Source: an optimization exercise on an open RTL-to-GDS flow (aim: small area, a short achievable clock period and few clock cycles). Production flows keep margins and buffers that such runs may drop.
Power and IR drop assume default switching activity.

Design ccb, start of the top module:
module ccb (
    input  wire         clk,
    input  wire         rst,
    input  wire         cmd_valid,
    output reg          cmd_ready,
    input  wire [31:0]  cmd_data,
    output reg          rsp_valid,
    output reg  [2:0]   rsp_status,
    output reg  [31:0]  rsp_value,
    input  wire         edge_valid,
    input  wire [31:0]  edge_data,
    input  wire [29:0]  pin_i,
    input  wire [63:0]  time_i,
    output reg          ev_valid,
    output reg          ev_pulse,
    output reg  [2:0]   ev_ch,
    output reg  [15:0]  ev_val,
    output wire [127:0] duty_o,
    output reg  [29:0]  pin_oe,
    output reg  [89:0]  pin_ch,
    output wire         err_o
);
    localparam [4:0] OP_RESET = 5'h01, OP_ISINIT = 5'h02, OP_SETLED = 5'h03,
                     OP_SETSNS = 5'h04, OP_SETPOL = 5'h05, OP_SETPOLL = 5'h06,
                     OP_GETPOLL = 5'h07, OP_STEST = 5'h08, OP_PROCESS = 5'h09,
                     OP_EDGE = 5'h0A, OP_GEDGE = 5'h0B, OP_DRAIN = 5'h0C,
                     OP_RESOLVE = 5'h0D, OP_RETARGET = 5'h0E, OP_TICK = 5'h0F,
                     OP_POLL = 5'h10;
    localparam [1:0] S_IDLE = 2'd0, S_OPS = 2'd1, S_EXEC = 2'd2, S_EMIT = 2'd3;
    localparam [1:0] M_CUR = 2'd0, M_ZERO = 2'd1, M_PCUR = 2'd2, M_WZ = 2'd3;
    function automatic [11:0] dec125(input [4:0] n);
        case (n)
            5'd0:  dec125 = 12'd0;    5'd1:  dec125 = 12'd125;
            5'd2:  dec125 = 12'd250;  5'd3:  dec125 = 12'd375;
            5'd4:  dec125 = 12'd500;  5'd5:  dec125 = 12'd625;
            5'd6:  dec125 = 12'd750;  5'd7:  dec125 = 12'd875;
            5'd8:  dec125 = 12'd1000; 5'd9:  dec125 = 12'd1125;
            5'd10: dec125 = 12'd1250; 5'd11: dec125 = 12'd1375;
            5'd12: dec125 = 12'd1500; 5'd13: dec125 = 12'd1625;
            5'd14: dec125 = 12'd1750; 5'd15: dec125 = 12'd1875;
            5'd16: dec125 = 12'd2000; 5'd17: dec125 = 12'd2125;
            5'd18: dec125 = 12'd2250; 5'd19: dec125 = 12'd2375;
            5'd20: dec125 = 12'd2500; 5'd21: dec125 = 12'd2625;
  ...
For scale: roughly 6,900 cells after synthesis, about 1,100 flip-flops, roughly 68,000 um^2 of cells after synthesis.
==> flow/config.mk <==
export PLATFORM = sky130hd
export DESIGN_NAME = ccb
export DESIGN_NICKNAME = ccb
export VERILOG_FILES = /design/flow/design.v
export SDC_FILE = /design/flow/constraint.sdc
export NUM_CORES = 4
export LEC_CHECK = 0
export ABC_CLOCK_PERIOD_IN_PS = 3000
export CAP_MARGIN = 20
export CELL_PAD_IN_SITES_DETAIL_PLACEMENT = 1
export CELL_PAD_IN_SITES_GLOBAL_PLACEMENT = 1
export CORE_MARGIN = 2
export CORE_UTILIZATION = 40
export SLEW_MARGIN = 20
==> flow/constraint.sdc <==
create_clock -name core_clock -period 14.0 [get_ports {clk}]
set_input_delay 2.8000 -clock core_clock [delete_from_list [all_inputs] [get_ports {clk}]]
set_output_delay 2.8000 -clock core_clock [all_outputs]
set_load 0.01 [all_outputs]
standard.sh (not shown) runs the stock make flow with config.mk's settings and CLKGATE_MAP_FILE= SYNTH_SCRIPT=/design/flow/synth_recipe.tcl, a recipe that flattens the netlist after the stock synthesis.
==> flow/flow/run.sh <==
#!/bin/bash
# Standard layout, with timing repair aimed well below the design's period.
set -euo pipefail
bash standard.sh SETUP_SLACK_MARGIN=10 finish > standard_flow.log 2>&1
Edit:
==> flow/flow/run.sh (replaced) <==
#!/bin/bash
# Standard layout, with timing repair aimed well below the design's period
# and plain buffers (instead of delay cells) on the ports.
set -euo pipefail
bash standard.sh SETUP_SLACK_MARGIN=9 "BUFFER_PORTS_ARGS=-buffer_cell sky130_fd_sc_hd__buf_2" finish > standard_flow.log 2>&1
Outcome: The new run produced a clean layout; wire length falls by 3.3%; non-clock buffer count goes down by 282; global-route usage drops by 1.2 points; clock-buffer cell count rose by 2; power went down by about 7%; die area does not change; design area fell by 9.9%; area after synthesis stays the same; first-iteration DRC count decreases by about 0.47%.
No functional check of the RTL was part of any run of this note.

-- afterwards: timing with drivers on the ports --
In the flow no input, the clock included, has a driving cell. The finished layouts below were timed again as built, in two steps.
Step 1 assumes that a clkbuf_16 drives the clock port and a buf_2 every other input.
Step 2 moves the port delays by t, midway between the first and last clock arrival at a register: inputs arrive t later, outputs are due t later. That takes back most of the time a late clock gives input paths.
a / b / c = no drivers / after step 1 / after step 2; a / b = the first two.
run	shift t [ns]	setup slack, ns	worst slew at a driven data input, ns
the first run	0.891	8.641 / 8.641 / 8.444	0.14
the second run	0.877	8.849 / 8.849 / 8.212	0.16
After both steps every run listed still meets setup and hold. The setup slack of the second run, which loses most, moves by 0.000 ns with the drivers and by -0.637 ns with both steps.
